From an optimization exercise on the open Yosys and OpenROAD flow, aimed at small area, a short achievable clock period and few clock cycles per item; shortcuts taken in it are not production practice. RTL that was checked went through simulation tests only; none was proved equivalent to the original.

Setup of sierra:
## can_frame_parser
module can_frame_parser (
    input  wire        clk,
    input  wire        rst,
    input  wire        in_valid,
    output wire        in_ready,
    input  wire [10:0] in_id,
    input  wire [3:0]  in_dlc,
    input  wire [63:0] in_data,
    output wire        rd_valid,
    input  wire        rd_ready,
    output wire        rd_last,
    output wire [7:0]  rd_field,
    output reg  [1:0]  rd_kind,
    output wire [16:0] rd_raw,
    output reg  [1:0]  rd_scale,
    output wire [55:0] rd_text,
    output wire [2:0]  rd_textlen,
    output wire        tx_valid,
    output wire [10:0] tx_id,
    output wire [3:0]  tx_dlc,
    output wire [63:0] tx_data,
    output wire        done,
    output reg  [5:0]  fault_bits,
    output wire [15:0] fault_count
);
Size: roughly 890 cells after synthesis, ~140 flip-flops.
Settings: LEC_CHECK=0, CAP_MARGIN=20, CORE_MARGIN=2, CORE_UTILIZATION=35, CTS_BUF_LIST=sky130_fd_sc_hd__clkbuf_8, CTS_CLUSTER_DIAMETER=150, CTS_CLUSTER_SIZE=40, PLACE_DENSITY=0.6, SETUP_SLACK_MARGIN=2.5, SLEW_MARGIN=20; clock period 6.0 ns.
standard.sh (not shown) runs the stock make flow with config.mk's settings and CLKGATE_MAP_FILE= SYNTH_SCRIPT=/design/flow/synth_recipe.tcl, a recipe that flattens the netlist after the stock synthesis.
==> flow/flow/run.sh <==
#!/bin/bash
# Standard ORFS layout with fast port buffers and free cell resizing:
#  - ports are buffered with buf_1 instead of the default delay-buffer cell
#  - the resizer may swap a cell for any cell of the same function
#    (MATCH_CELL_FOOTPRINT=0), not only same-footprint ones.
set -euo pipefail
bash standard.sh MATCH_CELL_FOOTPRINT=0 \
  "BUFFER_PORTS_ARGS=-buffer_cell sky130_fd_sc_hd__buf_1" \
  finish > standard.log 2>&1
Testbench counts of sierra, summed over its fixed seeds: cycles 35,159, frames 20,000.
Relative to sierra, the following input files were edited for delta:
--- a/flow/design.v
+++ b/flow/design.v
@@ -33,15 +33,25 @@
     reg [1:0]  sel;
     reg [3:0]  line;           
     reg        upload;
     reg        carry_valid;
     reg [7:0]  carry_byte;     
     reg [15:0] fc;             
     reg        fpend;          
-    assign fault_count = (fpend && ~&fc) ? fc + 16'd1 : fc;
+    reg [3:0]  fc_g;           
+    wire        fc_inc = fpend && !(&fc_g);
+    wire [3:0]  fc_ci  = {fc_inc && fc_g[0] && fc_g[1] && fc_g[2],
+                          fc_inc && fc_g[0] && fc_g[1], fc_inc && fc_g[0], fc_inc};
+    reg  [15:0] fc_cy;
+    integer     n;
+    always @* begin
+        for (n = 0; n < 4; n = n + 1)
+            fc_cy[4*n +: 4] = {4{fc_ci[n]}} & {&fc[4*n +: 3], &fc[4*n +: 2], fc[4*n], 1'b1};
+    end
+    assign fault_count = fc ^ fc_cy;
     reg        em;             
     reg        zd;             
     reg        eml;            
     reg        skip1;          
     reg        txp;            
     reg [1:0]  tx_code;
     reg        cst;            
@@ -379,24 +389,26 @@
             txp         <= 1'b0;
             sel         <= SEL_IDLE;
             line        <= 4'd0;
             upload      <= 1'b0;
             carry_valid <= 1'b0;
             fc          <= 16'd0;
             fpend       <= 1'b0;
+            fc_g        <= 4'd0;
         end else begin
             if (ce) begin
                 em  <= in_valid && has_rd;
                 zd  <= in_valid && !has_rd;
                 eml <= in_valid && f_last;
             end else if (rd_ready) begin
                 eml <= dn[22];
             end
             txp <= take && n_tx;
             fc    <= fault_count;
+            fc_g  <= {&fault_count[15:12], &fault_count[11:8], &fault_count[7:4], &fault_count[3:0]};
             fpend <= take && fault;
             if (take) begin
                 if (pre) begin
                     sel         <= pre_a ? SEL_A : pre_b ? SEL_B : SEL_C;
                     line        <= 4'd1;
                     carry_valid <= 1'b0;
                 end else if (u_band) begin
--- outcome ---
Taking sierra over delta, the synthesized area ratio works out to 0.945. Compared with sierra, in delta final standard cell count with taps included and fillers excluded rose by 3.9%, portion of the clock cycle consumed by the worst path in the final layout fell by 2.3 points, peak clock frequency supported by timing rose by 4.1%, routed via count rose by 6.9%, global-route usage fell by 0.48 points. Register fraction of the total cell area delta (delta -> sierra): insignificant. Diff sierra -> delta: utilization after layout went down; setup slack rose by 140 ps.
Only the layout flow was run in delta; the RTL was not checked for function there.

## port drivers added, routing unchanged
How much do the figures lean on ideal ports? The routed layouts below were timed once more, with nothing changed but the port constraints.
Step 1: set_driving_cell puts a clkbuf_16 on clk and a buf_2 on each other input, an assumption about the parent block.
Step 2, shift: input delay + t, output delay - t, t = (earliest + latest rising clock arrival at the registers) / 2. This alone moves slack from input paths to output paths.
Three values: ideal, step 1, step 2; two values: the first two.
| run | t, ns | setup slack, ns | hold WS [ns] |
|---|---|---|---|
| sierra | 0.502 | 2.482 / 2.438 / 2.079 | 0.495 / 0.495 / 0.495 |
| delta | 0.482 | 2.621 / 2.606 / 2.124 | 0.505 / 0.505 / 0.505 |
After both steps setup and hold are still met in every run listed. The setup slack of delta, which loses most, moves by -0.015 ns with the drivers and by -0.497 ns with both steps.
